This is an optimization exercise on Yosys and OpenROAD, whose aim is small area, a short achievable clock period and few clock cycles per item, not a production implementation. Where RTL was checked, it was by simulation tests only, not by an equivalence proof against the original. Only the layout flow was run in run 3; the RTL was not checked for function there. Power figures rest on the tool's default switching activity, not on a simulated workload.

==> flow/design.v <==
module clkrate_engine (
    input  wire        clk,
    input  wire        rst,
    input  wire        start,
    input  wire [31:0] tag,
    input  wire [1:0]  core,
    output wire        ready,
    output reg         done,
    output wire [63:0] rate,
    output reg  [1:0]  err,
    input  wire [63:0] osc_hz,
    input  wire [63:0] intosc_hz,
    input  wire [63:0] fpga_hz,
    input  wire [31:0] m_pllglob,
    input  wire [31:0] m_pllm,
    input  wire [31:0] m_pllc1,
    input  wire [31:0] m_pllc2,
    input  wire [31:0] m_pllc3,
    input  wire [31:0] p_pllglob,
    input  wire [31:0] p_pllm,
    input  wire [31:0] p_pllc1,
    input  wire [31:0] p_pllc2,
    input  wire [31:0] p_pllc3,
    input  wire [31:0] m_nocclk,
    input  wire [31:0] m_nocdiv,
    input  wire [31:0] ctrl,
    input  wire [31:0] core01ctr,
    input  wire [31:0] core23ctr,
    input  wire [31:0] core2ctr,
    input  wire [31:0] core3ctr,
    input  wire [31:0] p_emacctl,
    input  wire [31:0] emacactr,
    input  wire [31:0] emacbctr,
    input  wire [31:0] emacptpctr
);
    localparam integer R1 = 4;                   
    parameter integer R2 = 2;                    
    localparam integer N1  = 64 / R1;
    localparam integer N2  = 64 / R2;
    localparam integer K2S = ((42 + R2 - 1) / R2) * R2;   
    localparam [1:0] ERR_OK          = 2'd0;
    localparam [1:0] ERR_UNSUPPORTED = 2'd1;
    localparam [1:0] ERR_DIVZERO     = 2'd2;
    localparam [2:0] S_IDLE = 3'd0;
    localparam [2:0] S_L1   = 3'd1;
    localparam [2:0] S_L2   = 3'd2;
    localparam [2:0] S_P1   = 3'd3;
    localparam [2:0] S_P2   = 3'd4;
    reg  [2:0]  state;
    reg         sup_q;       
    reg  [3:0]  t;           
    reg  [1:0]  core_q;
    reg         pll_q;       
    reg         peri_q;      
    reg  [1:0]  osel_q;      
    reg         skip;        
    reg  [73:0] z;
    reg  [3:0]  aq;          
    reg  [5:0]  aq3;         
    reg  [9:0]  mq;          
    reg  [11:0] mq3;         
    reg  [2:0]  hi0;         
    reg  [3:0]  ra;          
    reg  [R1-1:0] dq;        
    reg  [10:0] c1, c2;      
    reg         rtop;        
    reg         pass2;       
    reg  [10:0] r1, r2;      
    reg  [R2-1:0] q1p;       
    reg  [5:0]  cnt;         
    reg         zsrc_q;      
    reg         fault_q;     
    assign ready = (state == S_IDLE);
    assign rate  = z[63:0];
    wire is_mpu  = (t == 4'd0);
    wire is_emac = (t == 4'd6) || (t == 4'd7) || (t == 4'd8);
    wire is_ptp  = (t == 4'd9);
    reg emac_sel;
    always @(*) begin
        case (t)
            4'd6:    emac_sel = p_emacctl[26];
            4'd7:    emac_sel = p_emacctl[27];
            default: emac_sel = p_emacctl[28];
        endcase
    end
    reg [31:0] gsel;
    always @(*) begin
        if (is_mpu)       gsel = core_q[1] ? core23ctr : core01ctr;
        else if (is_emac) gsel = emac_sel ? emacbctr : emacactr;
        else if (is_ptp)  gsel = emacptpctr;
        else              gsel = m_nocclk;
    end
    wire [2:0]  src  = gsel[18:16];
    wire        pll  = (src[2:1] == 2'b00);
    wire        peri = src[0];
    wire [31:0] pllglob = peri ? p_pllglob : m_pllglob;
    wire [1:0]  psrc    = pllglob[17:16];
    wire [3:0]  aref    = pllglob[11:8];
    wire [31:0] corex = core_q[0] ? core3ctr : core2ctr;
    wire [1:0] l4mp = m_nocdiv[17:16];
    wire [1:0] l4sp = m_nocdiv[19:18];
    reg  [2:0] shamt_d;
    always @(*) begin
        case (t)
            4'd2, 4'd10, 4'd12: shamt_d = {1'b0, l4mp};
            4'd3:               shamt_d = {1'b0, l4sp};
            4'd4:               shamt_d = ctrl[0] ? 3'd1 : 3'd2;
            4'd5, 4'd11:        shamt_d = {1'b0, l4mp} + 3'd2;
            default:            shamt_d = 3'd0;
        endcase
    end
    reg [4:0] pow2m1;                
    always @(*) begin
        case (shamt_d)
            3'd0:    pow2m1 = 5'h00;
            3'd1:    pow2m1 = 5'h01;
            3'd2:    pow2m1 = 5'h03;
            3'd3:    pow2m1 = 5'h07;
            3'd4:    pow2m1 = 5'h0f;
            default: pow2m1 = 5'h1f;
        endcase
    end
    wire [31:0] pllm = peri_q ? p_pllm : m_pllm;
    wire [31:0] pglob_q = peri_q ? p_pllglob : m_pllglob;
    reg  [31:0] pllc;
    always @(*) begin
        if (is_mpu)                  pllc = peri_q ? p_pllc1 : m_pllc1;
        else if (is_emac || is_ptp)  pllc = peri_q ? p_pllc2 : m_pllc2;
        else                         pllc = peri_q ? p_pllc3 : m_pllc3;
    end
    reg [63:0] f;
    always @(*) begin
        case (osel_q)
            2'd0:    f = osc_hz;
            2'd1:    f = intosc_hz;
            default: f = fpga_hz;
        endcase
    end
    wire f_hi0 = (osel_q == 2'd0) ? hi0[0] : (osel_q == 2'd1) ? hi0[1] : hi0[2];
    function [5:0] astep;            
        input [3:0] r;
        input [1:0] b;
        input [3:0] a;
        input [5:0] a3;
        reg   [5:0] tr;
        reg   [6:0] d1, d2, d3;
        begin
            tr = {r, b};
            d1 = {1'b0, tr} - {3'b000, a};
            d2 = {1'b0, tr} - {2'b00, a, 1'b0};
            d3 = {1'b0, tr} - {1'b0, a3};
            if (!d3[6])      astep = {2'd3, d3[3:0]};
            else if (!d2[6]) astep = {2'd2, d2[3:0]};
            else if (!d1[6]) astep = {2'd1, d1[3:0]};
            else             astep = {2'd0, tr[3:0]};
        end
    endfunction
    wire [5:0] as1  = astep(ra, z[73:72], aq, aq3);
    wire [5:0] as2  = astep(as1[3:0], z[71:70], aq, aq3);
    wire [3:0] qd   = {as1[5:4], as2[5:4]};
    wire [3:0] ra_n = as2[3:0];
    function [11:0] mmul;            
        input [1:0]  d;
        input [9:0]  m;
        input [11:0] m3;
        case (d)
            2'd0:    mmul = 12'd0;
            2'd1:    mmul = {2'b00, m};
            2'd2:    mmul = {1'b0, m, 1'b0};
            default: mmul = m3;
        endcase
    endfunction
    wire [11:0] pa  = mmul(dq[3:2], mq, mq3);
    wire [11:0] pb  = mmul(dq[1:0], mq, mq3);
    wire [16:0] plo = {1'b0, z[11:0], 4'd0} + {3'd0, pa, 2'd0} + {5'd0, pb};
    wire [57:0] zhi = z[69:12];
    reg  [57:0] phi;
    integer k;
    always @(*) begin
        for (k = 0; k < 58; k = k + 1)
            phi[k] = zhi[k] ^ (plo[16] & (&(zhi | ~((58'd1 << k) - 58'd1))));
    end
    wire [73:0] z_p1 = {phi, plo[15:0]};
    function [11:0] dstep;           
        input [10:0] r;
        input        b;
        input [10:0] c;
        reg   [11:0] tr;
        begin
            tr = {r, b};
            if (tr > {1'b0, c}) dstep = {1'b1, tr[10:0] - c - 11'd1};
            else                dstep = {1'b0, tr[10:0]};
        end
    endfunction
    reg [R2-1:0] q1n, q2n;
    reg [10:0]   r1_n, r2_n;
    reg [11:0]   s1, s2;
    integer j;
    always @(*) begin
        r1_n = r1; r2_n = r2;
        for (j = 0; j < R2; j = j + 1) begin
            s1 = dstep(r1_n, rtop ? z[73-j] : skip ? z[K2S-1-j] : z[63-j], c1);
            s2 = dstep(r2_n, q1p[R2-1-j], c2);
            r1_n = s1[10:0]; r2_n = s2[10:0];
            q1n[R2-1-j] = s1[11];
            q2n[R2-1-j] = s2[11];
        end
    end
    wire early1 = !sup_q;                        
    wire early2 = zsrc_q || fault_q;             
    wire last   = (cnt == 6'd0);
    wire need2  = is_mpu && core_q[1];
    wire again  = last && need2 && !pass2;       
    wire p2n    = (state == S_P2) && (pass2 || again);
    wire cont2  = (state == S_P2) && !again;
    always @(posedge clk) begin
        if (rst) begin
            state <= S_IDLE;
            done  <= 1'b0;
        end else begin
            done <= 1'b0;
            case (state)
                S_IDLE: if (start) state <= S_L1;
                S_L1: begin
                    if (early1) begin
                        done  <= 1'b1;
                        state <= S_IDLE;
                    end else begin
                        state <= S_L2;
                    end
                end
                S_L2: begin
                    if (early2) begin
                        done  <= 1'b1;
                        state <= S_IDLE;
                    end else begin
                        state <= pll_q ? S_P1 : S_P2;
                    end
                end
                S_P1: if (last) state <= S_P2;
                default: begin
                    if (last && !again) begin
                        done  <= 1'b1;
                        state <= S_IDLE;
                    end
                end
            endcase
        end
    end
    always @(posedge clk) begin
        if (state == S_IDLE) begin
            sup_q  <= (tag <= 32'd12);
            t      <= tag[3:0];
            core_q <= core;
        end
        pll_q   <= pll;
        peri_q  <= peri;
        osel_q  <= pll ? psrc : (src[1:0] ^ 2'b10);      
        c2      <= p2n ? 11'd0 : (is_mpu || is_emac || is_ptp) ? gsel[10:0] : {6'd0, pow2m1};
        zsrc_q  <= pll ? (psrc == 2'd3) : (src > 3'd4);
        fault_q <= pll && (psrc != 2'd3) && (aref == 4'd0);
        aq      <= pglob_q[11:8];
        aq3     <= {2'b00, pglob_q[11:8]} + {1'b0, pglob_q[11:8], 1'b0};
        mq      <= pllm[9:0];
        mq3     <= {2'b00, mq} + {1'b0, mq, 1'b0};
        hi0     <= {fpga_hz[63:32] == 32'd0, intosc_hz[63:32] == 32'd0, osc_hz[63:32] == 32'd0};
        c1      <= p2n ? corex[10:0] : pll_q ? pllc[10:0] : 11'd0;
        rtop    <= !pll_q && !p2n;
        skip    <= (pll_q || p2n) && f_hi0;
        pass2   <= p2n;
        err     <= !sup_q ? ERR_UNSUPPORTED : fault_q ? ERR_DIVZERO : ERR_OK;
        ra  <= (state == S_P1) ? ra_n : 4'd0;
        dq  <= (state == S_P1) ? qd : {R1{1'b0}};
        r1  <= cont2 ? r1_n : 11'd0;
        r2  <= cont2 ? r2_n : 11'd0;
        q1p <= cont2 ? q1n : {R2{1'b0}};
        case (state)
            S_L1: z <= 74'd0;                
            S_L2: begin
                z <= (f_hi0 ? {f[31:0], 42'd0} : {f, 10'd0}) & {74{~early2}};
                if (pll_q) cnt <= f_hi0 ? N1/2 : N1;
                else       cnt <= f_hi0 ? N2/2 : N2;
            end
            S_P1: begin
                z   <= z_p1;
                cnt <= last ? (skip ? K2S / R2 : N2) : cnt - 6'd1;
            end
            default: begin
                z   <= {z[73-R2:K2S] & {(74-R2-K2S){~skip}}, z[K2S-1:0], q2n};
                cnt <= again ? (f_hi0 ? K2S / R2 : N2) : cnt - 6'd1;
            end
        endcase
    end
endmodule
==> flow/flow/run.sh <==
#!/bin/bash
# Layout flow: the standard ORFS flow (standard.sh, unchanged synthesis and
# steps), with plain sky130_fd_sc_hd__buf_1 cells as the input/output port
# buffers and timing repair aimed at a 3.6 ns cycle (setup margin 6.4 ns on the
# 10 ns clock). The make output goes to flow_make.log; each ORFS step keeps its
# own log under orfs/logs/.
set -euo pipefail
export BUFFER_PORTS_ARGS="-buffer_cell sky130_fd_sc_hd__buf_1"
bash standard.sh SETUP_SLACK_MARGIN=6.4 "${@:-finish}" > flow_make.log 2>&1
==> flow/standard.sh <==
#!/bin/bash
# synth_recipe.tcl (not shown) runs the flow's synth.tcl, then flattens the netlist and writes it again
# the make line also repeats each setting of config.mk as NAME=value (left out here)
make -C /OpenROAD-flow-scripts/flow DESIGN_CONFIG=/design/flow/config.mk WORK_HOME=/design/flow/orfs CLKGATE_MAP_FILE= SYNTH_SCRIPT=/design/flow/synth_recipe.tcl "${@:-finish}"
==> flow/config.mk <==
export PLATFORM = sky130hd
export DESIGN_NAME = clkrate_engine
export DESIGN_NICKNAME = clkrate_engine
export VERILOG_FILES = /design/flow/design.v
export SDC_FILE = /design/flow/constraint.sdc
export NUM_CORES = 4
export LEC_CHECK = 0
export ABC_AREA = 1
export CAP_MARGIN = 20
export CORE_AREA = 5 5 335 335
export DIE_AREA = 0 0 340 340
export PLACE_DENSITY = 0.8
export SETUP_SLACK_MARGIN = 5
export SLEW_MARGIN = 20
==> flow/constraint.sdc <==
create_clock -name core_clock -period 10.0 [get_ports {clk}]
set_input_delay 2.0000 -clock core_clock [delete_from_list [all_inputs] [get_ports {clk}]]
set_output_delay 2.0000 -clock core_clock [all_outputs]
set_load 0.01 [all_outputs]
==> results of run 1 <==
[sequential cells by signal, indices dropped and copies added, names as in the netlist, 2 cells and up]
name	cells
z	74
state	3
err	2
t	4
c1	11
osel_q	2
mq3	12
q1p	2
ra	4
r2	11
core_q	2
aq	3
hi0	3
c2	11
aq3	6
cnt	6
mq	10
dq	4
r1	11
[worst register-to-register path, stage by stage, from the launching register on]
cell,delay [ns]
dfxtp_4,0.37
inv_2,0.08
nor2_4,0.04
o21bai_4,0.18
nand2_2,0.08
o21ai_4,0.10
ha_4,0.20
fa_2,0.41
nand2_1,0.10
nand2_1,0.08
xnor2_2,0.17
o21ai_4,0.21
ha_4,0.24
nand2_1,0.07
nand2_1,0.08
a21oi_1,0.14
o21ai_1,0.09
nand2_1,0.07
nand2_1,0.05
nand2_1,0.05
nand2_1,0.06
o21ai_2,0.09
nand2_4,0.14
nor2_4,0.20
nand2_1,0.08
nand2_1,0.09
[cells in the mapped netlist, types with 39 or more instances]
master	number
nor2_1	231
dfxtp_1	177
a21oi_1	159
o22ai_1	74
buf_4	66
nand2_1	514
o21ai_0	143
nand3_1	202
nand4_1	49
inv_1	296
clkbuf_1	39
ha_1	110
[metal layers]
| layer | wire, um | global-route usage, % | vias to the layer above |
|---|---|---|---|
| met5 | 49 | 0 | - |
| met4 | 3050 | 4.67 | 8 |
| li1 | - | - | 9425 |
| met1 | 41600 | 20.6 | 9323 |
| met3 | 8920 | 4.43 | 155 |
| met2 | 38700 | 22.4 | 1134 |
[logic make-up (layout without fill, tap and decap cells)]
| logic type | after synthesis | count (layout) | synth area share, % |
|---|---|---|---|
| AND/OR/NAND/NOR | 1122 | 1124 | 29.8 |
| XOR/XNOR | 57 | 57 | 2.97 |
| adder cells (fa/ha/maj) | 131 | 131 | 10.7 |
| multiplexers | 32 | 32 | 1.98 |
| flip-flops | 190 | 190 | 23.4 |
| buffers and inverters | 467 | 930 | 12.3 |
| other | 0 | 10 | 0 |
| AO/OA/AOI/OAI | 530 | 530 | 18.8 |
[final cells by class]
type | instances | area share (%)
Antenna cell | 10 | 0.116
Timing Repair Buffer | 583 | 12.0
Clock buffer | 17 | 1.96
Clock inverter | 15 | 0.861
Inverter | 315 | 5.56
Sequential cell | 190 | 18.3
Tap cell | 1414 | 8.17
Multi-Input combinational cell | 1874 | 53.0
[how the worst max path moves through the flow]
stage          cells after the start   from     to  slack (ns)
2_1_floorplan                     23   skip  r1[1]        6.70
3_3_place_gp                      24   skip  r1[0]        5.37
3_5_place_dp                      20   skip  r1[0]        5.30
4_1_cts                           27   skip  r1[0]        6.39
5_1_grt                           26   skip  r1[6]        6.28
6_report                          25  z[63]  r1[6]        6.46
[power by group through the flow]
stage	clock network (uW)	registers (uW)	logic, uW
detailed placement	0	1390	4720
global route	798	1430	6330
finish	750	1400	5770
floorplan	0	1240	3460
global placement	0	1380	4620
CTS	770	1380	5080
[repair_timing]
item                                    4_1_cts  5_1_grt
endpoints found under the setup margin       66       89
buffers inserted                             19       30
resized for setup                            57      151
cloned                                        3        2
pin swaps                                    12       46
[stage by stage]
stage	setup slack [ns]	cell area (sq um)	hold slack (ns)	util (%)
after floorplan	6.70	16800	0.355	-
after global placement	5.37	19800	0.369	18.2
after detailed placement	5.30	19800	0.371	18.2
after CTS	6.39	20800	0.385	19.2
after global routing	6.28	21600	0.402	19.9
final	6.46	21700	0.384	20.0
==> run notes, run 1 <==
status=timing/DRC/antenna clean; initial antenna violation count=37; Area Overhead vs Synth=29.0%; worst skew pair latency=0.50 ns; Power Density=366 nW/um^2; crit share post-route=35.4%; most frequent cells in the layout=buf_1 (505), nand2_1 (490), inv_1 (280), nor2_1 (218), nand3_1 (199); CP required=10.42 ns; worst flop-to-flop path endpoint=r1[6]; CTS tree=built; root buf cell=clkbuf_16; sequential cell area=3960 sq um; crit path buf inv count=1; final setup vio count=0; Max clock buf depth=2; CTS Hold Buffers Added=0; layout cells sized above 1=11.2%; placer congestion estimate=0.980; Sw Share=55.1%; Final ANT Viol Nets=0; Startpoint Class=register; crit path time final=3.54 ns; CP Data Arrival Time=3.96 ns; input/output buffers=506; synth top area cells=dfxtp_1 (21%), nand2_1 (11%), ha_1 (8.2%); Post-route DRC=0; final clock skew=0.0274 ns; dominant synthesized flop cell=dfxtp_1; chip height=340 um; fillers=12213; hold path depth=0; critical path's slowest cell=fa_2; sequential power share=17.7%; Seq/Total Area, Yosys=23.4%; io pins=969; dpl hpwl=75.4 mm; largest net degree at the start of global routing=74; VDD IR max=237 uV; Yosys top cell by area=dfxtp_1; clock power share=9.5%; wire per inst=20.9 um; multi-input logic area=11500 sq um; static leakage=0.00891 uW; EDFF count, synth=13; Avg Vias per Cell=4.54; fin cells=4418; Yosys Warn Count=1; synth unique cells=65; core area=109000 sq um; vias=20045; Pins Over Slew Limit=0; Max Fanout on Critical Path=7; site row count=121; most used cell, CP=nand2_1; CTS sink count=190; Rel. slew slack=18.5%; vias in the first global route=18941; Design Power=7920 uW; CTS clock-pin slew for the worst setup and hold paths=0.09 ns; Routed Wire Length=92.4 mm; total grt overflow=0; Comb pwr share=72.9%; Die X-Extent=340 um; Synth Area per Inst=6.64 sq um; Placed Cells=4322; RSZ-0062 raised after global routing=yes; Num CTS Buffers=17; Max H-tree Level=4; Worst setup EP type=register; net switching power=4370 uW; CP top delay family=simple AND/OR/NAND/NOR gates; Slew @ Worst Pin=1.22 ns; Reg2Reg Depth=25; Sum Neg Setup Slack=0 ns; Min-Delay Startpoint=mq[0]; kind of critical path=reg2reg; Hold/Removal Path Class=reg2reg; ys async rst share=0%; R2R setup slack=6.46 ns; die area=116000 sq um; Synth Register Bits=190; drt initial violations=1868; max_cap viols=0; area share of the largest cell type after synthesis=21.1%; worst reg2reg startpoint=z[63]; commonest non-fill, non-tap cell in the layout=buf_1; final hold vios=0; Peak Freq=0.283 GHz; Hold Path End=mq3[0]; Initial Util=15.5%; Nets=4013; P_int=3560 uW; DR pass1 iterations=5; Total GRT Usage=15.0%; Syn Nets=3561; Mapped Area=16800 sq um; Syn Inst Count=2529; max incr delay on CP=0.41 ns; first-pass GRT wire length=127 mm
Testbench counts, summed over its fixed seeds: cycles 60,627, items 2,400.
==> inputs of run 2 (changes only) <==
--- a/flow/config.mk
+++ b/flow/config.mk
@@ -9,6 +9,5 @@
 export CAP_MARGIN = 20
 export CORE_AREA = 5 5 335 335
 export DIE_AREA = 0 0 340 340
-export PLACE_DENSITY = 0.8
 export SETUP_SLACK_MARGIN = 5
 export SLEW_MARGIN = 20
==> run 2 against run 1 <==
  * Synthesized cell count unchanged
  * Hold slack better by 0.026 ns
  * Largest cell class unchanged
  * Worst setup slack better by 0.070 ns
  * Maximum frequency up 2.0%
  * Largest power group unchanged
  * Design area down 0.75%
  * Global-route usage down 0.55 points
  * Critical path depth up 2
  * First-iteration DRC count down 12%
  * Die area unchanged
  * Critical endpoint is now r1[1]
==> run notes, run 2 <==
total grt overflow=0 (unchanged); critical path endpoint=r1[1]; Hold/Removal Path Class=reg2reg; first-pass GRT wire length=123 mm (-3.0%); Syn Inst Count=2529 (unchanged); vias=19384 (-3.3%); fillers=12370 (+1.3%); Startpoint Class=register; sequential cell area=3950 sq um (-0.16%); CP Data Arrival Time=3.89 ns (-0.07 ns); Max H-tree Level=4 (unchanged); DR pass1 iterations=6 (+1); Peak Freq=0.288 GHz (+2.0%); final core occ=19.8% (-0.15 points); root buf cell=clkbuf_16; most frequent cell after synthesis=nand2_1; Worst setup startpoint=skip; Nets=3999 (-0.35%); Yosys top cell by area=dfxtp_1; EDFF count, synth=13 (unchanged); Slew @ Worst Pin=1.16 ns (-0.0605 ns); chip height=340 um (unchanged); placed cell areas=19800 sq um (-0.14%); largest net degree at the start of global routing=74 (unchanged); R2R setup slack=6.53 ns (+0.07 ns); synth top area cells=dfxtp_1 (21%), nand2_1 (11%), ha_1 (8.2%); drt initial violations=1648 (-12%); CTS tree=built; final clock skew=0.0341 ns (+0.00665 ns); kind of critical path=reg2reg; CP required=10.42 ns (about the same); die area=116000 sq um (unchanged); top post-synthesis cells by count=nand2_1 (514), inv_1 (296), nor2_1 (231), nand3_1 (202), dfxtp_1 (177); number of flip-flops in the largest register=74 (unchanged); post-layout instance area=21500 sq um (-0.75%); VDD IR max=229 uV (-3.6%); commonest non-fill, non-tap cell in the layout=buf_1; Synth Register Bits=190 (unchanged); Power Density=369 nW/um^2 (+0.77%); dominant synthesized flop cell=dfxtp_1; core area=109000 sq um (unchanged); Post-route DRC=0 (unchanged); static leakage=0.00882 uW (-1.1%); Worst setup EP type=register; Seq/Total Area, Yosys=23.4% (unchanged); dpl hpwl=71.9 mm (-4.8%); Largest Register=z; CTS sink count=190 (unchanged); initial antenna violation count=25 (-32%); crit path time final=3.47 ns (-0.0704 ns); Syn Nets=3561 (unchanged); Rel. slew slack=22.5% (+4.0 points); worst reg2reg startpoint=skip; worst flop-to-flop path endpoint=r1[1]; Synth Area per Inst=6.64 sq um (unchanged); Placed Cells=4316 (-0.14%); Yosys Warn Count=1 (unchanged); Reg2Reg Depth=27 (+8.0%); Mapped Area=16800 sq um (unchanged); vias in the first global route=18357 (-3.1%); Area Overhead vs Synth=28.1%; RSZ-0062 raised after global routing=yes; Total GRT Usage=14.4% (-0.55 points); Max clock buf depth=2 (unchanged); ys async rst share=0% (unchanged); multi-input logic area=11400 sq um (-0.58%); area share of the largest cell type after synthesis=21.1% (unchanged); layout cells sized above 1=10.2% (-0.95 points); most frequent cells in the layout=buf_1 (505), nand2_1 (493), inv_1 (277), nor2_1 (222), nand3_1 (198); crit share post-route=34.7% (-0.70 points); status=timing/DRC/antenna clean; worst skew pair latency=0.51 ns (about the same); synth unique cells=65 (unchanged); final setup vio count=0 (unchanged); wire per inst=20.0 um (-4.2%); Die X-Extent=340 um (unchanged); Min-Delay Startpoint=mq[0]; Sum Neg Setup Slack=0 ns (unchanged); final hold vios=0 (unchanged); io pins=969 (unchanged); placer congestion estimate=0.933 (-4.7%); CTS clock-pin slew for the worst setup and hold paths=0.09 ns (about the same); Pins Over Slew Limit=0 (unchanged); input/output buffers=506 (unchanged); Final ANT Viol Nets=0 (unchanged); Routed Wire Length=88.2 mm (-4.6%); top flop regs=z: 74 flops, mq3: 12 flops; max_cap viols=0 (unchanged); Max Fanout on Critical Path=6 (-1); Avg Vias per Cell=4.40 (-2.9%); Num CTS Buffers=17 (unchanged); fin cells=4401 (-0.38%); site row count=121 (unchanged); Initial Util=15.5% (unchanged)
-- run 2: cells by family after synthesis --
kind of cell             count (synthesis)  share of synthesized area (%)
adder cells (fa/ha/maj)                131                           10.7
flip-flops                             190                           23.4
buffers and inverters                  467                           12.3
AO/OA/AOI/OAI                          530                           18.8
multiplexers                            32                           1.98
XOR/XNOR                                57                           2.97
AND/OR/NAND/NOR                       1122                           29.8
-- run 2: where the power goes --
group	leakage [uW]	switching (uW)	total, uW	internal [uW]
Clock	0.000313	423	779	357
Combinational	0.00691	3570	5760	2180
Sequential	0.00159	325	1390	1060
Total	0.00882	4320	7920	3600
-- run 2: cell type report --
type,count,area share (%)
multi-input combinational,1876,53.1
sequential,190,18.4
timing repair buffer,567,11.6
tap,1414,8.23
inverter,315,5.59
clock buffer,17,1.98
clock inverter,15,1.05
antenna,7,0.0815
-- run 2: routing by layer --
layer | vias up | share of wire [%] | GRT usage, %
li1 | 9415 | - | -
met1 | 8902 | 48 | 21.0
met2 | 957 | 41 | 21.2
met3 | 106 | 8.3 | 3.34
met4 | 4 | 2.4 | 3.86
met5 | - | 0.035 | 0
-- run 2: through the flow --
step	hold WS, ns	setup WS (ns)	power (uW)
final	0.410	6.53	7920
after global routing	0.403	6.27	8620
after CTS	0.401	6.38	7290
after detailed placement	0.397	5.31	6100
after global placement	0.400	5.28	6060
after floorplan	0.355	6.70	4700
-- run 2: timing repair --
action,in CTS,in global routing
cloned,4,3
hold endpoints to repair,0,0
setup endpoints to repair,75,85
pin swaps,13,45
gates resized for setup,50,129
setup buffers,17,22
hold buffers,0,0
-- run 2: how the worst min path moves through the flow --
stage / end / slack (ns) / depth (start not counted)
floorplan: mq3[0] / 0.36 / 0
global placement: mq3[0] / 0.40 / 0
detailed placement: mq3[0] / 0.40 / 0
CTS: mq3[0] / 0.40 / 0
global route: mq3[0] / 0.40 / 0
finish: mq3[0] / 0.41 / 0
-- run 2: critical path, stage by stage, from the launching register on --
cell        delay [ns]
dfxtp_4           0.42
clkinvlp_4        0.16
o21bai_4          0.19
nand2_2           0.09
o21ai_4           0.13
inv_1             0.08
ha_2              0.18
nor2_2            0.09
o21ai_2           0.07
nand3_2           0.10
nand2_4           0.11
buf_6             0.16
o21ai_4           0.20
ha_4              0.24
nand2_2           0.06
nand2_2           0.05
a21oi_2           0.14
o21ai_2           0.07
nand2_1           0.06
nand2_1           0.04
nand2_1           0.06
nand2_1           0.06
o21ai_2           0.09
nand2_4           0.15
buf_12            0.17
nand2_4           0.05
nand2_2           0.04
nor2_1            0.12
==> inputs of run 3 (changes only) <==
--- a/flow/design.v
+++ b/flow/design.v
@@ -67,10 +67,12 @@
     reg         pass2;       
     reg  [10:0] r1, r2;      
     reg  [R2-1:0] q1p;       
+    reg  [R2-1:0] nb;        
+    reg         rdy;
     reg  [5:0]  cnt;         
     reg         zsrc_q;      
     reg         fault_q;     
-    assign ready = (state == S_IDLE);
+    assign ready = rdy;
     assign rate  = z[63:0];
     wire is_mpu  = (t == 4'd0);
     wire is_emac = (t == 4'd6) || (t == 4'd7) || (t == 4'd8);
@@ -199,7 +201,7 @@
     always @(*) begin
         r1_n = r1; r2_n = r2;
         for (j = 0; j < R2; j = j + 1) begin
-            s1 = dstep(r1_n, rtop ? z[73-j] : skip ? z[K2S-1-j] : z[63-j], c1);
+            s1 = dstep(r1_n, nb[R2-1-j], c1);
             s2 = dstep(r2_n, q1p[R2-1-j], c2);
             r1_n = s1[10:0]; r2_n = s2[10:0];
             q1n[R2-1-j] = s1[11];
@@ -216,14 +218,21 @@
     always @(posedge clk) begin
         if (rst) begin
             state <= S_IDLE;
+            rdy   <= 1'b1;
             done  <= 1'b0;
         end else begin
             done <= 1'b0;
             case (state)
-                S_IDLE: if (start) state <= S_L1;
+                S_IDLE: begin
+                    if (start) begin
+                        state <= S_L1;
+                        rdy   <= 1'b0;
+                    end
+                end
                 S_L1: begin
                     if (early1) begin
                         done  <= 1'b1;
+                        rdy   <= 1'b1;
                         state <= S_IDLE;
                     end else begin
                         state <= S_L2;
@@ -232,6 +241,7 @@
                 S_L2: begin
                     if (early2) begin
                         done  <= 1'b1;
+                        rdy   <= 1'b1;
                         state <= S_IDLE;
                     end else begin
                         state <= pll_q ? S_P1 : S_P2;
@@ -241,6 +251,7 @@
                 default: begin
                     if (last && !again) begin
                         done  <= 1'b1;
+                        rdy   <= 1'b1;
                         state <= S_IDLE;
                     end
                 end
@@ -278,16 +289,22 @@
             S_L1: z <= 74'd0;                
             S_L2: begin
                 z <= (f_hi0 ? {f[31:0], 42'd0} : {f, 10'd0}) & {74{~early2}};
+                nb  <= f_hi0 ? f[31:30] : f[63:62];
                 if (pll_q) cnt <= f_hi0 ? N1/2 : N1;
                 else       cnt <= f_hi0 ? N2/2 : N2;
             end
             S_P1: begin
                 z   <= z_p1;
+                nb  <= skip ? z_p1[K2S-1:K2S-2] : z_p1[63:62];
                 cnt <= last ? (skip ? K2S / R2 : N2) : cnt - 6'd1;
             end
             default: begin
                 z   <= {z[73-R2:K2S] & {(74-R2-K2S){~skip}}, z[K2S-1:0], q2n};
                 cnt <= again ? (f_hi0 ? K2S / R2 : N2) : cnt - 6'd1;
+                if (again)     nb <= f_hi0 ? z[K2S-3:K2S-4] : z[61:60];
+                else if (rtop) nb <= z[71:70];
+                else if (skip) nb <= z[K2S-3:K2S-4];
+                else           nb <= z[61:60];
             end
         endcase
     end
==> run 3 against run 2 <==
  * Still clean on timing, DRC and antenna
  * Clock power fell by 5.8%
  * Wire length grew 3.7%
  * Clock skew down 0.017 ns
  * Area after synthesis increased by 2.4%
  * Die area unchanged
  * Design area is 1.1% higher
  * Register-to-register slack lost 0.04 ns
  * Total power is 4.2% lower
  * Synthesized cell count increased by 3.0%
  * Maximum frequency shrank 1.1%
  * Non-clock buffer count fell by 7
  * Critical endpoint is now r2[9]
==> run notes, run 3 <==
EDFF count, synth=15 (+2); R2R setup slack=6.49 ns (-0.04 ns); worst skew pair latency=0.49 ns (-0.02 ns); crit share post-route=35.1% (+0.40 points); Die X-Extent=340 um (unchanged); Min-Delay Startpoint=mq[0]; Slew @ Worst Pin=1.08 ns (-0.0793 ns); worst flop-to-flop path endpoint=r2[9]; synth unique cells=61 (-6.2%); DR pass1 iterations=6 (unchanged); Hold Path End=mq3[0]; root buf cell=clkbuf_16; total grt overflow=0 (unchanged); crit path time final=3.51 ns (+0.0402 ns); area share of the largest cell type after synthesis=20.7% (-0.37 points); Power Density=349 nW/um^2 (-5.3%); Synth Area per Inst=6.59 sq um (-0.65%); status=timing/DRC/antenna clean; Pins Over Slew Limit=0 (unchanged); Largest Register=z; top flop regs=z: 74 flops, mq3: 12 flops; Initial Util=15.8% (+0.37 points); Peak Freq=0.285 GHz (-1.1%); most frequent cells in the layout=nand2_1 (508), buf_1 (505), inv_1 (299), nor2_1 (223), nand3_1 (217); Max clock buf depth=2 (unchanged); CTS sink count=193 (+1.6%); clock power share=9.7% (about the same); dominant synthesized flop cell=dfxtp_1; Max Fanout on Critical Path=6 (unchanged); most frequent cell after synthesis=nand2_1; final setup vio count=0 (unchanged); hold path depth=0 (unchanged); vias=19881 (+2.6%); static leakage=0.00901 uW (+2.2%); dpl hpwl=75.0 mm (+4.3%); number of flip-flops in the largest register=74 (unchanged); ys async rst share=0% (unchanged); input/output buffers=505 (-0.20%); synth top area cells=dfxtp_1 (21%), nand2_1 (11%), ha_1 (8.1%); drt initial violations=1840 (+12%); io pins=969 (unchanged); final core occ=20.0% (+0.21 points); Mapped Area=17200 sq um (+2.4%); Syn Nets=3639 (+2.2%); Syn Inst Count=2606 (+3.0%); placer congestion estimate=0.886 (-5.0%); vias in the first global route=18371 (+0.076%); Comb pwr share=72.2% (-0.4 points); site row count=121 (unchanged); commonest non-fill, non-tap cell in the layout=nand2_1; Final ANT Viol Nets=0 (unchanged); Yosys Warn Count=1 (unchanged); die area=116000 sq um (unchanged); Total GRT Usage=14.8% (+0.37 points); VDD IR max=258 uV (+13%); CP required=10.39 ns (-0.03 ns); Avg Vias per Cell=4.46 (+1.3%); Nets=4060 (+1.5%); max_cap viols=0 (unchanged); Sum Neg Setup Slack=0 ns (unchanged); Sw Share=55.6% (+1.0 points); Hold/Removal Path Class=reg2reg; layout cells sized above 1=9.02% (-1.2 points); kind of critical path=reg2reg; Area Overhead vs Synth=26.4%; final hold vios=0 (unchanged); largest net degree at the start of global routing=76 (+2.7%); Post-route DRC=0 (unchanged); initial antenna violation count=26 (+4.0%); CTS tree=built; net switching power=4220 uW (-2.4%); Routed Wire Length=91.4 mm (+3.7%); core area=109000 sq um (unchanged); Yosys top cell by area=dfxtp_1; CTS clock-pin slew for the worst setup and hold paths=0.09 ns (about the same); CTS Hold Buffers Added=0 (unchanged); chip height=340 um (unchanged); Rel. slew slack=27.7% (+5.2 points); Startpoint Class=register; wire per inst=20.5 um (+2.4%); sequential power share=18.1% (+0.6 points); worst reg2reg startpoint=c2[4]; RSZ-0062 raised after global routing=yes; Num CTS Buffers=17 (unchanged); Worst setup EP type=register; P_int=3370 uW (-6.4%); Seq/Total Area, Yosys=23.4% (-0.077 points); Reg2Reg Depth=25 (-7.4%); Synth Register Bits=193 (+1.6%); first-pass GRT wire length=125 mm (+2.0%); CP Data Arrival Time=3.90 ns (about the same); Max H-tree Level=4 (unchanged); final clock skew=0.0175 ns (-0.0166 ns); top post-synthesis cells by count=nand2_1 (525), inv_1 (316), nor2_1 (233), nand3_1 (219), dfxtp_1 (178)
[run 3: final cells by class]
| cell class | instances | area [sq um] |
|---|---|---|
| timing repair buffer | 560 | 2450 |
| clock buffer | 18 | 439 |
| antenna | 2 | 5.00 |
| sequential | 193 | 4040 |
| tap | 1414 | 1770 |
| multi-input combinational | 1926 | 11600 |
| fill | 12369 | 86800 |
| inverter | 329 | 1250 |
| clock inverter | 13 | 144 |
[run 3: worst max path at each step]
stage | cells past startpoint | startpoint | slack [ns] | to
finish | 25 | c2[4] | 6.49 | r2[9]
global route | 25 | c1[10] | 6.31 | r1[1]
floorplan | 21 | dq[2] | 6.66 | z[17]
global placement | 12 | p_emacctl[27] | 5.13 | osel_q[0]
detailed placement | 12 | p_emacctl[27] | 5.11 | osel_q[0]
CTS | 24 | c1[10] | 6.39 | r1[7]
[run 3: timing repair]
item | 4_1_cts | 5_1_grt
pin swaps | 6 | 32
gates cloned | 2 | 3
resized for setup | 40 | 135
endpoints found under the setup margin | 95 | 88
buffers inserted | 16 | 17
[run 3: routing by layer]
metal | global-route usage, % | vias to the layer above | wire, um
li1 | - | 9617 | -
met1 | 21.5 | 9283 | 43600
met2 | 21.7 | 870 | 37600
met3 | 3.61 | 103 | 7680
met4 | 3.90 | 8 | 2490
met5 | 0 | - | 57
[run 3: cells by family after synthesis]
group                      count (synthesis)  synth area share [%]
AOI/OAI and AO/OA                        560                  19.2
xor gates and xnor gates                  58                  2.96
adders and majority gates                132                  10.5
buffers and inverters                    488                  12.4
DFF                                      193                  23.4
muxes                                     32                  1.94
and+or+nand+nor                         1143                  29.6
[run 3: power by group through the flow]
stage                     combinational, uW  clock, uW  sequential [uW]
after floorplan                        3280          0             1230
after global placement                 4520          0             1380
after detailed placement               4560          0             1380
after CTS                              4910        760             1360
after global routing                   5980        784             1410
final                                  5480        734             1370
[run 3: stage by stage]
step	worst slack (ns)	cells	cell area, sq um	total power (uW)	hold slack (ns)
final	6.49	4455	21700	7590	0.406
after global routing	6.31	4453	21700	8170	0.423
after CTS	6.39	4433	21000	7030	0.412
after detailed placement	5.11	4384	20100	5940	0.391
after global placement	5.13	4384	20100	5900	0.381
after floorplan	6.66	2606	17200	4510	0.355
[run 3: critical path, stage by stage, from the launching register on]
cell and delay (ns):
dfxtp_2 0.33, inv_2 0.05, ha_4 0.29, nand2_2 0.07
inv_2 0.07, nand3_1 0.07, inv_1 0.08, and2_4 0.14
nand4_1 0.23, nand2_4 0.24, o21ai_2 0.09, ha_1 0.35
nand2_1 0.11, nor2_2 0.15, inv_1 0.09, o21ai_1 0.15
nand2_1 0.07, nand2_1 0.05, nand2_1 0.05, nand2_1 0.07
nand2_2 0.08, nand2_4 0.14, clkinvlp_4 0.13, buf_6 0.15
nor2_2 0.10, nor2_1 0.04
==> inputs of run 4 (changes only) <==
--- a/flow/design.v
+++ b/flow/design.v
@@ -46,6 +46,7 @@
     localparam [2:0] S_L2   = 3'd2;
     localparam [2:0] S_P1   = 3'd3;
     localparam [2:0] S_P2   = 3'd4;
+    localparam [2:0] S_SH   = 3'd5;
     reg  [2:0]  state;
     reg         sup_q;       
     reg  [3:0]  t;           
@@ -65,14 +66,14 @@
     reg  [10:0] c1, c2;      
     reg         rtop;        
     reg         pass2;       
+    reg         fastp;       
+    reg  [2:0]  sh_q;        
     reg  [10:0] r1, r2;      
     reg  [R2-1:0] q1p;       
-    reg  [R2-1:0] nb;        
-    reg         rdy;
     reg  [5:0]  cnt;         
     reg         zsrc_q;      
     reg         fault_q;     
-    assign ready = rdy;
+    assign ready = (state == S_IDLE);
     assign rate  = z[63:0];
     wire is_mpu  = (t == 4'd0);
     wire is_emac = (t == 4'd6) || (t == 4'd7) || (t == 4'd8);
@@ -201,7 +202,7 @@
     always @(*) begin
         r1_n = r1; r2_n = r2;
         for (j = 0; j < R2; j = j + 1) begin
-            s1 = dstep(r1_n, nb[R2-1-j], c1);
+            s1 = dstep(r1_n, rtop ? z[73-j] : skip ? z[K2S-1-j] : z[63-j], c1);
             s2 = dstep(r2_n, q1p[R2-1-j], c2);
             r1_n = s1[10:0]; r2_n = s2[10:0];
             q1n[R2-1-j] = s1[11];
@@ -218,40 +219,37 @@
     always @(posedge clk) begin
         if (rst) begin
             state <= S_IDLE;
-            rdy   <= 1'b1;
             done  <= 1'b0;
         end else begin
             done <= 1'b0;
             case (state)
-                S_IDLE: begin
-                    if (start) begin
-                        state <= S_L1;
-                        rdy   <= 1'b0;
-                    end
-                end
+                S_IDLE: if (start) state <= S_L1;
                 S_L1: begin
                     if (early1) begin
                         done  <= 1'b1;
-                        rdy   <= 1'b1;
                         state <= S_IDLE;
                     end else begin
                         state <= S_L2;
                     end
                 end
                 S_L2: begin
-                    if (early2) begin
+                    if (early2 || (fastp && sh_q == 3'd0)) begin
                         done  <= 1'b1;
-                        rdy   <= 1'b1;
                         state <= S_IDLE;
                     end else begin
-                        state <= pll_q ? S_P1 : S_P2;
+                        state <= fastp ? S_SH : pll_q ? S_P1 : S_P2;
+                    end
+                end
+                S_SH: begin
+                    if (last) begin
+                        done  <= 1'b1;
+                        state <= S_IDLE;
                     end
                 end
                 S_P1: if (last) state <= S_P2;
                 default: begin
                     if (last && !again) begin
                         done  <= 1'b1;
-                        rdy   <= 1'b1;
                         state <= S_IDLE;
                     end
                 end
@@ -279,6 +277,8 @@
         rtop    <= !pll_q && !p2n;
         skip    <= (pll_q || p2n) && f_hi0;
         pass2   <= p2n;
+        fastp   <= !pll && !(is_mpu || is_emac || is_ptp);
+        sh_q    <= shamt_d;
         err     <= !sup_q ? ERR_UNSUPPORTED : fault_q ? ERR_DIVZERO : ERR_OK;
         ra  <= (state == S_P1) ? ra_n : 4'd0;
         dq  <= (state == S_P1) ? qd : {R1{1'b0}};
@@ -288,23 +288,22 @@
         case (state)
             S_L1: z <= 74'd0;                
             S_L2: begin
-                z <= (f_hi0 ? {f[31:0], 42'd0} : {f, 10'd0}) & {74{~early2}};
-                nb  <= f_hi0 ? f[31:30] : f[63:62];
-                if (pll_q) cnt <= f_hi0 ? N1/2 : N1;
-                else       cnt <= f_hi0 ? N2/2 : N2;
+                z <= (fastp ? {10'd0, f} : f_hi0 ? {f[31:0], 42'd0} : {f, 10'd0}) & {74{~early2}};
+                if (fastp)      cnt <= {3'd0, sh_q} - 6'd1;
+                else if (pll_q) cnt <= f_hi0 ? N1/2 : N1;
+                else            cnt <= f_hi0 ? N2/2 : N2;
+            end
+            S_SH: begin
+                z   <= {1'b0, z[73:1]};
+                cnt <= cnt - 6'd1;
             end
             S_P1: begin
                 z   <= z_p1;
-                nb  <= skip ? z_p1[K2S-1:K2S-2] : z_p1[63:62];
                 cnt <= last ? (skip ? K2S / R2 : N2) : cnt - 6'd1;
             end
             default: begin
                 z   <= {z[73-R2:K2S] & {(74-R2-K2S){~skip}}, z[K2S-1:0], q2n};
                 cnt <= again ? (f_hi0 ? K2S / R2 : N2) : cnt - 6'd1;
-                if (again)     nb <= f_hi0 ? z[K2S-3:K2S-4] : z[61:60];
-                else if (rtop) nb <= z[71:70];
-                else if (skip) nb <= z[K2S-3:K2S-4];
-                else           nb <= z[61:60];
             end
         endcase
     end
==> run 4 against run 3 <==
  * Flip-flop and latch count is 1 higher
  * Utilization is 1.6 points higher
  * Register-to-register slack better by 0.03 ns
  * Combinational power is 14% higher
  * Largest cell class unchanged
  * Maximum frequency is 0.10% higher
  * First-iteration DRC count is 5.9% lower
  * Sequential power is 12% higher
  * Count of clock-buffer cells in the layout is 1 lower
  * Synthesized cell count is 11% higher
==> run notes, run 4 <==
critical path's slowest cell=dfxtp_1; CTS clock-pin slew for the worst setup and hold paths=0.08 ns (about the same); synth top area cells=dfxtp_1 (19%), nand2_1 (12%), ha_1 (7.6%); number of flip-flops in the largest register=74 (unchanged); final hold vios=0 (unchanged); root buf cell=clkbuf_16; Worst setup startpoint=z[19]; most frequent cell after synthesis=nand2_1; commonest non-fill, non-tap cell in the layout=nand2_1; Mapped Area=18600 sq um (+8.5%); worst reg2reg startpoint=z[63]; Yosys top cell by area=dfxtp_1; Hold WS=0.395 ns (-0.0119 ns); max incr delay on CP=0.57 ns (+0.22 ns); layout cells sized above 1=10.2% (+1.1 points); die area=116000 sq um (unchanged); Seq/Total Area, Yosys=21.5% (-1.8 points); multi-input logic area=13000 sq um (+12%); CTS sink count=194 (+0.52%); CP top delay family=flip-flops; io pins=969 (unchanged); CTS tree=built; Hold/Removal Path Class=reg2reg; Max Fanout on Critical Path=8 (+2); kind of critical path=reg2out; CP required=8.00 ns (-2.39 ns); Power Density=365 nW/um^2 (+4.4%); largest net degree at the start of global routing=74 (-2.6%); Slew @ Worst Pin=1.03 ns (-0.0494 ns); Reg2Reg Depth=26 (+4.0%); number of cells on the critical path=1 (-96%); cell chain of the critical path=buf_1; area share of the largest cell type after synthesis=19.4% (-1.3 points); Worst setup EP type=output port; Syn Inst Count=2890 (+11%); Post-route DRC=0 (unchanged); Initial Util=17.2% (+1.3 points); EDFF count, synth=13 (-2); ys async rst share=0% (unchanged); Total GRT Usage=14.9% (+0.14 points); crit path buf inv count=1 (-5); top post-synthesis cells by count=nand2_1 (605), inv_1 (358), nor2_1 (253), nand3_1 (228), o21ai_0 (189); Min-Delay Startpoint=mq[0]; crit share post-route=35.0% (-0.037 points); Max clock buf depth=2 (unchanged); first-pass GRT wire length=130 mm (+3.9%); final setup vio count=0 (unchanged); fillers=12208 (-1.3%); Num CTS Buffers=17 (unchanged); synth unique cells=60 (-1.6%); Sum Neg Setup Slack=0 ns (unchanged); site row count=121 (unchanged); total grt overflow=0 (unchanged); placer congestion estimate=0.909 (+2.6%); Max H-tree Level=4 (unchanged); vias=21697 (+9.1%); Die X-Extent=340 um (unchanged); DR pass1 iterations=6 (unchanged); Syn Nets=3925 (+7.9%); VDD IR max=241 uV (-6.4%); chip height=340 um (unchanged); Rel. slew slack=30.5% (+2.8 points); wire per inst=19.6 um (-4.5%); max_cap viols=0 (unchanged); Area Overhead vs Synth=25.6%; CP Data Arrival Time=1.50 ns (-2.40 ns); status=timing/DRC/antenna clean; most frequent cells in the layout=nand2_1 (562), buf_1 (506), inv_1 (336), nor2_1 (244), nand3_1 (219); worst skew pair latency=0.48 ns (about the same); Avg Vias per Cell=4.59 (+2.8%); Nets=4332 (+6.7%); core area=109000 sq um (unchanged); drt initial violations=1731 (-5.9%); vias in the first global route=19963 (+8.7%); Startpoint Class=register; hold path depth=0 (unchanged); RSZ-0062 raised after global routing=yes; sequential cell area=4050 sq um (+0.31%); final clock skew=0.0155 ns (-0.00196 ns); Pins Over Slew Limit=0 (unchanged); Routed Wire Length=92.6 mm (+1.3%); dpl hpwl=74.2 mm (-1.0%); static leakage=0.00964 uW (+7.0%); input/output buffers=507 (+0.40%); Largest Register=z; dominant synthesized flop cell=dfxtp_1; Synth Register Bits=194 (+0.52%); Yosys Warn Count=1 (unchanged); initial antenna violation count=21 (-19%); top flop regs=z: 74 flops, mq3: 12 flops; Final ANT Viol Nets=0 (unchanged); Peak Freq=0.285 GHz (+0.10%); crit path time final=3.50 ns (-0.00366 ns); Synth Area per Inst=6.45 sq um (-2.2%)
==> run 4: cell count changes after synthesis, moves of 24 or more <==
cell and delta:
nand4_1 +34, nand2_1 +80, inv_1 +42, o21ai_0 +29, a21oi_1 -24
==> run 4: final cells by class <==
| type | count | share of cell area [%] |
|---|---|---|
| Clock inverter | 15 | 0.769 |
| Clock buffer | 17 | 1.82 |
| Timing Repair Buffer | 571 | 10.8 |
| Tap cell | 1414 | 7.55 |
| Multi-Input combinational cell | 2140 | 55.6 |
| Sequential cell | 194 | 17.3 |
| Inverter | 373 | 6.05 |
| Antenna cell | 4 | 0.0427 |
==> run 4: worst reg2reg max path, cell delays in order, from the launching register on <==
cell	delay [ns]
dfxtp_4	0.36
inv_4	0.07
o21ai_2	0.07
nand2_2	0.07
o21ai_4	0.12
ha_4	0.19
fa_2	0.36
buf_4	0.15
buf_4	0.13
xnor2_1	0.18
nand2_2	0.07
o21ai_2	0.06
inv_2	0.07
ha_4	0.26
a21oi_1	0.20
nand2_1	0.14
nand2_1	0.09
nand3_1	0.06
nand2_1	0.06
nand2_1	0.06
nand2_2	0.08
nand3_4	0.09
nor2_4	0.12
buf_6	0.13
buf_16	0.12
nand2_2	0.04
o21ai_1	0.06
==> run 4: final timing paths <==
kind	endpoint	slack (ns)
worst max register to register	r1[2]	6.52
worst min-delay path	mq3[0]	0.39
worst min register to register	mq3[0]	0.39
worst max-delay path	rate[19]	6.50
==> run 4: where the power goes <==
| group | switching (uW) | internal (uW) |
|---|---|---|
| Sequential | 424 | 1110 |
| Clock | 403 | 341 |
| Combinational | 3980 | 2290 |
| Total | 4800 | 3740 |
==> run 4: logic make-up (layout without fill, tap and decap cells) <==
kind of cell | count (synthesis) | in the layout | share of synthesized area (%)
AOI/OAI and AO/OA | 613 | 613 | 20.1
xor gates and xnor gates | 54 | 54 | 2.54
adders and majority gates | 134 | 134 | 9.84
buffers and inverters | 559 | 976 | 12.9
DFF | 194 | 194 | 21.5
muxes | 32 | 32 | 1.79
other | 0 | 4 | 0
and+or+nand+nor | 1304 | 1307 | 31.3
==> run 4: stage by stage <==
stage / instances / total power [uW] / utilization [%] / setup WS, ns / cell area, sq um
2_1_floorplan: 2890 / 5130 / - / 6.48 / 18600
3_3_place_gp: 4645 / 6650 / 19.8 / 4.92 / 21500
3_5_place_dp: 4646 / 6690 / 19.8 / 4.90 / 21500
4_1_cts: 4702 / 7790 / 20.8 / 6.40 / 22600
5_1_grt: 4724 / 9300 / 21.6 / 6.30 / 23400
6_report: 4728 / 8540 / 21.6 / 6.50 / 23400
==> run 4: repair_timing <==
action                                  4_1_cts  5_1_grt
resized for setup                            75      179
hold buffers                                  0        0
cloned                                        5        2
endpoints found under the setup margin       89       93
setup buffers                                19       20
pin swaps                                    11       40
==> run 4: layer usage <==
layer / part of all wire (%) / up-vias / track usage [%]
met5: 0.066 / - / 0
met4: 2.4 / 14 / 3.60
met3: 10 / 119 / 5.16
met2: 41 / 916 / 22.1
met1: 46 / 10059 / 20.7
li1: - / 10589 / -
Testbench counts of run 4, summed over its fixed seeds: cycles 53,159, items 2,400.
==> inputs of run 5 (changes only) <==
==> flow/flow/run.sh (replaced) <==
#!/bin/bash
# Layout flow: the standard ORFS flow (standard.sh, unchanged synthesis and
# steps), with plain sky130_fd_sc_hd__buf_1 cells as the input/output port
# buffers and timing repair aimed at a 3.8 ns cycle (setup margin 6.2 ns on the
# 10 ns clock). The make output goes to flow_make.log; each ORFS step keeps its
# own log under orfs/logs/.
set -euo pipefail
export BUFFER_PORTS_ARGS="-buffer_cell sky130_fd_sc_hd__buf_1"
bash standard.sh SETUP_SLACK_MARGIN=6.2 "${@:-finish}" > flow_make.log 2>&1
==> run 5 against run 4 <==
  * Count of clock-buffer cells in the layout unchanged
  * Combinational power decreased by 8.1%
  * Clock skew rose by 0.0011 ns
  * Synthesized cell count did not move
  * Die area did not move
==> run notes, run 5 <==
synth top area cells=dfxtp_1 (19%), nand2_1 (12%), ha_1 (7.6%); critical path's slowest cell=fa_2; Max Fanout on Critical Path=5 (-3); final core occ=21.0% (-0.55 points); DR pass1 iterations=6 (unchanged); site row count=121 (unchanged); input/output buffers=507 (unchanged); met1 usage=20.5% (-0.22 points); most frequent cell after synthesis=nand2_1; max incr delay on CP=0.39 ns (-0.18 ns); Power Density=351 nW/um^2 (-3.6%); initial antenna violation count=21 (unchanged); root buf cell=clkbuf_16; Worst setup EP type=register; final hold vios=0 (unchanged); Slew @ Worst Pin=1.05 ns (+0.0124 ns); Syn Inst Count=2890 (unchanged); met2 GRT Util=21.8% (-0.37 points); Yosys top cell by area=dfxtp_1; status=timing/DRC/antenna clean; die area=116000 sq um (unchanged); Pins Over Slew Limit=0 (unchanged); crit share post-route=36.5% (+1.4 points); largest net degree at the start of global routing=74 (unchanged); Die X-Extent=340 um (unchanged); CP top delay family=simple AND/OR/NAND/NOR gates; CP Data Arrival Time=4.05 ns (+2.55 ns); CTS clock-pin slew for the worst setup and hold paths=0.09 ns (about the same); crit path time final=3.65 ns (+0.141 ns); Reg2Reg Depth=28 (+7.7%); layer with the highest usage=met2; Syn Nets=3925 (unchanged); worst skew pair latency=0.49 ns (about the same); Num CTS Buffers=17 (unchanged); number of cells on the critical path=28 (+27); Synth Area per Inst=6.45 sq um (unchanged); CP required=10.40 ns (+2.40 ns); Max H-tree Level=4 (unchanged); vias in the first global route=19821 (-0.71%); Rel. slew slack=29.7% (-0.83 points); dpl hpwl=74.2 mm (unchanged); area share of the largest cell type after synthesis=19.4% (unchanged); dominant synthesized flop cell=dfxtp_1; Sum Neg Setup Slack=0 ns (unchanged); crit path buf inv count=4 (+3); Total GRT Usage=14.8% (-0.15 points); Mapped Area=18600 sq um (unchanged); Setup WS post-layout=6.35 ns (-0.141 ns); wire per inst=19.4 um (-0.82%); Routed Wire Length=91.6 mm (-1.0%); io pins=969 (unchanged); Largest Register=z; Hold/Removal Path Class=reg2reg; Area Overhead vs Synth=22.4%; Initial Util=17.2% (unchanged); core area=109000 sq um (unchanged); top post-synthesis cells by count=nand2_1 (605), inv_1 (358), nor2_1 (253), nand3_1 (228), o21ai_0 (189); Startpoint Class=register; top flop regs=z: 74 flops, mq3: 12 flops; pre-CTS setup slack=4.90 ns (unchanged); CTS sink count=194 (unchanged); commonest non-fill, non-tap cell in the layout=nand2_1; layout cells sized above 1=7.15% (-3.0 points); Final ANT Viol Nets=0 (unchanged); Synth Register Bits=194 (unchanged); Peak Freq=0.274 GHz (-3.9%); hold path depth=0 (unchanged); Post-route DRC=0 (unchanged); Yosys Warn Count=1 (unchanged); Nets=4321 (-0.25%); first-pass GRT wire length=129 mm (-0.90%); Seq/Total Area, Yosys=21.5% (unchanged); Hold WS=0.397 ns (+0.00232 ns); placer congestion estimate=0.909 (unchanged); static leakage=0.00948 uW (-1.7%); Avg Vias per Cell=4.55 (-0.76%); RSZ-0062 raised after global routing=no; CTS tree=built; total grt overflow=0 (unchanged); vias=21487 (-0.97%); final setup vio count=0 (unchanged); max_cap viols=0 (unchanged); EDFF count, synth=13 (unchanged); most used cell, CP=nand2_1; number of flip-flops in the largest register=74 (unchanged); kind of critical path=reg2reg; ys async rst share=0% (unchanged); met3 Use GR=5.16% (unchanged); VDD IR max=198 uV (-18%); synth unique cells=60 (unchanged); drt initial violations=1635 (-5.5%); Max clock buf depth=2 (unchanged); chip height=340 um (unchanged); most frequent cells in the layout=nand2_1 (588), buf_1 (506), inv_1 (348), nor2_1 (249), nand3_1 (222); final clock skew=0.0166 ns (+0.00112 ns)
[run 5: cell count changes in the layout (fill, tap and decap cells not counted), moves of 10 or more]
cell,before,now
ha_1,88,104
ha_4,20,5
inv_1,336,348
inv_2,30,20
nand2_1,562,588
nand2_2,33,16
o21ai_0,154,169
[run 5: timing repair]
| action | 4_1_cts | 5_1_grt |
|---|---|---|
| cloned | 2 | 6 |
| gates resized for setup | 37 | 78 |
| hold endpoints to repair | 0 | 0 |
| pin swaps | 3 | 17 |
| hold buffers | 0 | 0 |
| setup buffers | 8 | 19 |
| setup endpoints to repair | 62 | 55 |
[run 5: power by group]
| group | switching [uW] | internal (uW) | total, uW |
|---|---|---|---|
| combinational | 3760 | 1990 | 5750 |
| clock | 402 | 341 | 743 |
| sequential | 418 | 1110 | 1520 |
[run 5: area by class of cell]
type | count | area, sq um
clock inverter | 15 | 180
tap | 1414 | 1770
clock buffer | 17 | 425
antenna | 5 | 12.5
timing repair buffer | 558 | 2380
inverter | 373 | 1410
sequential | 194 | 4040
multi-input combinational | 2142 | 12600
fill | 12274 | 85700
[run 5: cells by family after synthesis]
kind of cell / share of synthesized area (%)
and+or+nand+nor: 31.3
AOI/OAI and AO/OA: 20.1
buffers and inverters: 12.9
DFF: 21.5
adders and majority gates: 9.84
xor gates and xnor gates: 2.54
muxes: 1.79
[run 5: worst register-to-register path, delay by kind of cell (launching register included)]
family	cells	cell delay [ns]
compound gates	4	0.31
fa+ha+maj	3	0.81
buf+inv	4	0.41
flops	1	0.36
simple gates	17	1.69
[run 5: through the flow]
stage               std cells  total power [uW]  area (sq um)
floorplan                2890              5130         18600
global placement         4645              6650         21500
detailed placement       4646              6690         21500
CTS                      4688              7620         22300
global route             4713              8780         22800
finish                   4718              8020         22800
[run 5: final timing paths]
path              start      to  slack (ns)
hold / removal    mq[0]  mq3[0]        0.40
setup / recovery  z[63]   r1[5]        6.35
setup reg to reg  z[63]   r1[5]        6.35
hold reg to reg   mq[0]  mq3[0]        0.40
[run 5: layer usage]
layer	share of wire (%)	vias up
met2	41	863
met5	0.076	-
met1	46	9932
li1	-	10568
met3	10	110
met4	2.4	14
==> inputs of run 6 (changes only) <==
--- a/flow/design.v
+++ b/flow/design.v
@@ -55,6 +55,8 @@
     reg         peri_q;      
     reg  [1:0]  osel_q;      
     reg         skip;        
+    reg  [1:0]  lz;          
+    reg         lzon;        
     reg  [73:0] z;
     reg  [3:0]  aq;          
     reg  [5:0]  aq3;         
@@ -202,7 +204,8 @@
     always @(*) begin
         r1_n = r1; r2_n = r2;
         for (j = 0; j < R2; j = j + 1) begin
-            s1 = dstep(r1_n, rtop ? z[73-j] : skip ? z[K2S-1-j] : z[63-j], c1);
+            s1 = dstep(r1_n, rtop ? z[73-j] : !skip ? z[63-j] :
+                             lz == 2'd0 ? z[K2S-1-j] : lz == 2'd1 ? z[K2S-5-j] : z[K2S-9-j], c1);
             s2 = dstep(r2_n, q1p[R2-1-j], c2);
             r1_n = s1[10:0]; r2_n = s2[10:0];
             q1n[R2-1-j] = s1[11];
@@ -289,6 +292,8 @@
             S_L1: z <= 74'd0;                
             S_L2: begin
                 z <= (fastp ? {10'd0, f} : f_hi0 ? {f[31:0], 42'd0} : {f, 10'd0}) & {74{~early2}};
+                lz   <= 2'd0;
+                lzon <= 1'b1;
                 if (fastp)      cnt <= {3'd0, sh_q} - 6'd1;
                 else if (pll_q) cnt <= f_hi0 ? N1/2 : N1;
                 else            cnt <= f_hi0 ? N2/2 : N2;
@@ -299,11 +304,16 @@
             end
             S_P1: begin
                 z   <= z_p1;
-                cnt <= last ? (skip ? K2S / R2 : N2) : cnt - 6'd1;
+                cnt <= last ? (skip ? K2S / R2 - {4'd0, lz, 1'b0} : N2) : cnt - 6'd1;
+                if (lzon && !last && qd == 4'd0 && lz != 2'd2) lz <= lz + 2'd1;
+                else if (!last) lzon <= 1'b0;
             end
             default: begin
-                z   <= {z[73-R2:K2S] & {(74-R2-K2S){~skip}}, z[K2S-1:0], q2n};
-                cnt <= again ? (f_hi0 ? K2S / R2 : N2) : cnt - 6'd1;
+                z   <= {z[73-R2:K2S] & {(74-R2-K2S){~skip}},
+                        z[K2S-1:K2S-4] & {4{~(skip && lz != 2'd0)}},
+                        z[K2S-5:K2S-8] & {4{~(skip && lz == 2'd2)}},
+                        z[K2S-9:0], q2n};
+                cnt <= again ? (f_hi0 ? K2S / R2 - {4'd0, lz, 1'b0} : N2) : cnt - 6'd1;
             end
         endcase
     end
==> flow/flow/run.sh (replaced) <==
#!/bin/bash
# Layout flow: the standard ORFS flow (standard.sh, unchanged synthesis and
# steps), with plain sky130_fd_sc_hd__buf_1 cells as the input/output port
# buffers and timing repair aimed at a 3.6 ns cycle (setup margin 6.4 ns on the
# 10 ns clock). The make output goes to flow_make.log; each ORFS step keeps its
# own log under orfs/logs/.
set -euo pipefail
export BUFFER_PORTS_ARGS="-buffer_cell sky130_fd_sc_hd__buf_1"
bash standard.sh SETUP_SLACK_MARGIN=6.4 "${@:-finish}" > flow_make.log 2>&1
==> run 6 against run 5 <==
  * Critical endpoint is now r1[2]
  * Wire length is 9.2% higher
  * First-iteration DRC count up 27%
  * Area after synthesis grew 1.1%
  * Final cell count rose by 0.76%
  * Design area is 3.5% higher
  * Critical path type unchanged
==> run notes, run 6 <==
commonest non-fill, non-tap cell in the layout=nand2_1; top flop regs=z: 74 flops, mq3: 12 flops; vias in the first global route=20654 (+4.2%); DR pass1 iterations=6 (unchanged); Min-Delay Startpoint=mq[0]; Num CTS Buffers=17 (unchanged); Rel. slew slack=27.5% (-2.2 points); Reg2Reg Depth=31 (+11%); Seq/Total Area, Yosys=21.8% (+0.24 points); worst skew pair latency=0.52 ns (+0.03 ns); max_cap viols=0 (unchanged); Yosys Warn Count=1 (unchanged); worst reg2reg startpoint=lz[1]; CP Data Arrival Time=4.27 ns (+0.22 ns); Yosys top cell by area=dfxtp_1; sequential cell area=4140 sq um (+2.5%); Hold/Removal Path Class=reg2reg; area share of the largest cell type after synthesis=19.2% (-0.21 points); Syn Inst Count=2911 (+0.73%); EDFF count, synth=16 (+3); Post-route DRC=0 (unchanged); core area=109000 sq um (unchanged); layout cells sized above 1=10.5% (+3.3 points); Worst setup EP type=register; Synth Area per Inst=6.47 sq um (+0.37%); Max H-tree Level=4 (unchanged); most used cell, CP=nand2_1; post-layout instance area=23600 sq um (+3.5%); Setup WS post-layout=6.17 ns (-0.180 ns); Synth Register Bits=197 (+1.5%); top post-synthesis cells by count=nand2_1 (579), inv_1 (325), nor2_1 (318), nand3_1 (209), dfxtp_1 (181); pre-CTS setup slack=5.04 ns (+0.139 ns); CTS clock-pin slew for the worst setup and hold paths=0.09 ns (about the same); dominant synthesized flop cell=dfxtp_1; root buf cell=clkbuf_16; R2R setup slack=6.17 ns (-0.18 ns); synth unique cells=66 (+10%); Initial Util=17.4% (+0.19 points); placer congestion estimate=0.939 (+3.3%); final setup vio count=0 (unchanged); VDD IR max=301 uV (+53%); Final ANT Viol Nets=0 (unchanged); Die X-Extent=340 um (unchanged); ys async rst share=0% (unchanged); Hold WS=0.406 ns (+0.00968 ns); fillers=12241 (-0.27%); placed cell areas=21600 sq um (+0.62%); input/output buffers=507 (unchanged); Nets=4360 (+0.90%); largest net degree at the start of global routing=70 (-5.4%); multi-input logic area=13200 sq um (+4.7%); drt initial violations=2082 (+27%); Slew @ Worst Pin=1.09 ns (+0.0405 ns); most frequent cell after synthesis=nand2_1; io pins=969 (unchanged); die area=116000 sq um (unchanged); Area Overhead vs Synth=25.3%; first-pass GRT wire length=139 mm (+7.9%); Peak Freq=0.261 GHz (-4.7%); Mapped Area=18800 sq um (+1.1%); initial antenna violation count=26 (+24%); final hold vios=0 (unchanged); Power Density=371 nW/um^2 (+5.7%); total grt overflow=0 (unchanged); Total GRT Usage=16.4% (+1.6 points); chip height=340 um (unchanged); Routed Wire Length=100 mm (+9.2%); status=timing/DRC/antenna clean; static leakage=0.00971 uW (+2.4%); Hold Path End=mq3[0]; wire per inst=21.0 um (+8.4%); Max Fanout on Critical Path=8 (+3); Max clock buf depth=2 (unchanged); site row count=121 (unchanged); worst flop-to-flop path endpoint=r1[2]; CP required=10.44 ns (+0.04 ns); Avg Vias per Cell=4.65 (+2.2%); final clock skew=0.0315 ns (+0.0149 ns); kind of critical path=reg2reg; synth top area cells=dfxtp_1 (19%), nand2_1 (12%), ha_1 (7.7%); number of flip-flops in the largest register=74 (unchanged); Syn Nets=3949 (+0.61%); Pins Over Slew Limit=0 (unchanged); hold path depth=0 (unchanged); crit share post-route=38.3% (+1.8 points); Design Power=8770 uW (+9.4%); critical path's slowest cell=edfxtp_1; crit path time final=3.83 ns (+0.180 ns); vias=22123 (+3.0%); max incr delay on CP=0.41 ns (+0.02 ns); Sum Neg Setup Slack=0 ns (unchanged); RSZ-0062 raised after global routing=yes; Startpoint Class=register; Largest Register=z; CTS sink count=197 (+1.5%); CTS tree=built; dpl hpwl=81.5 mm (+9.8%); most frequent cells in the layout=nand2_1 (549), buf_1 (506), nor2_1 (311), inv_1 (303), nand3_1 (203)
run 6: changes by cell type in the layout (fill, tap and decap cells not counted), moves of 17 or more:
| cell | delta |
|---|---|
| o21ai_0 | -32 |
| nand2_1 | -39 |
| nand4_1 | -32 |
| nand3_1 | -19 |
| a21oi_1 | +17 |
| ha_4 | +18 |
| nand2_2 | +18 |
| inv_1 | -45 |
| nor2_1 | +62 |
run 6: cells by family (layout without fill, tap and decap cells):
logic type / count (synthesis) / in the layout / share of synthesized area (%)
other: 0 / 5 / 0
and+or+nand+nor: 1331 / 1333 / 31.7
muxes: 11 / 11 / 0.584
adders and majority gates: 137 / 137 / 9.93
AOI/OAI and AO/OA: 645 / 645 / 20.8
DFF: 197 / 197 / 21.8
xor gates and xnor gates: 58 / 58 / 2.70
buffers and inverters: 532 / 954 / 12.5
run 6: per-stage QoR:
stage	std cells	util [%]
after floorplan	2911	-
after global placement	4664	19.9
after detailed placement	4664	19.9
after CTS	4731	21.1
after global routing	4752	21.7
final	4754	21.8
run 6: metal layers:
layer	global-route usage, %	vias up	share of wire [%]
met3	5.39	146	9.8
met5	0	-	0.11
met1	21.1	10265	42
met2	25.7	1054	45
li1	-	10638	-
met4	5.55	20	3.1
run 6: worst max-delay path by stage:
stage	cells past startpoint	endpoint	start
finish	31	r1[2]	lz[1]
global route	28	r1[9]	lz[1]
CTS	21	r1[8]	lz[0]
detailed placement	24	r2[9]	c2[3]
global placement	24	r2[9]	c2[3]
floorplan	23	r1[1]	lz[0]
run 6: power breakdown:
part	switching, uW	leakage (uW)	internal (uW)
Sequential	357	0.00166	1120
Combinational	4140	0.00774	2370
Clock	413	0.000305	367
run 6: cell type report:
cell class                      instances  share of cell area (%)
Antenna cell                            5                  0.0530
Clock buffer                           17                    1.80
Clock inverter                         15                   0.858
Inverter                              350                    5.71
Multi-Input combinational cell       2184                    55.9
Sequential cell                       197                    17.5
Tap cell                             1414                    7.49
Timing Repair Buffer                  572                    10.7
run 6: worst max-delay path, delay by kind of cell (launching register included):
kind                     cells  cell delay [ns]
AND/OR/NAND/NOR             15             1.27
buffers and inverters        6             0.77
AO/OA/AOI/OAI                7             0.73
adder cells (fa/ha/maj)      3             0.58
flip-flops                   1             0.41
run 6: repair_timing:
action / CTS / global route
setup endpoints to repair: 98 / 84
hold buffers: 0 / 0
gates cloned: 4 / 1
resized for setup: 103 / 120
pin swaps: 23 / 44
buffers inserted: 31 / 17
Testbench counts of run 6, summed over its fixed seeds: cycles 49,905, items 2,400.

## port drivers added, routing unchanged
How much do the figures lean on ideal ports? The routed layouts below were timed once more, with nothing changed but the port constraints. Step 1, drivers: a clkbuf_16 drives clk and a buf_2 each remaining input, both assumed. Step 2 also shifts input and output timing later by t, the mid clock arrival at the registers, as if the neighbouring blocks saw the same clock. Slacks: no drivers / after step 1 / after step 2; pairs: no drivers / after step 1.
run	t, ns	slack for setup (ns)	worst data-port slew with drivers (ns)	pins driven straight from the clock port
run 1	0.551	6.462 / 6.462 / 6.037	0.23	1
run 2	0.559	6.533 / 6.473 / 6.026	0.27	1
run 3	0.532	6.492 / 6.492 / 6.102	0.26	1
run 4	0.528	6.496 / 6.444 / 6.062	0.32	1
run 5	0.526	6.355 / 6.348 / 5.921	0.33	1
run 6	0.572	6.175 / 6.175 / 6.054	0.20	1
After both steps every run listed still meets setup and hold. The setup slack of run 2, which loses most, moves by -0.060 ns with the drivers and by -0.507 ns with both steps.
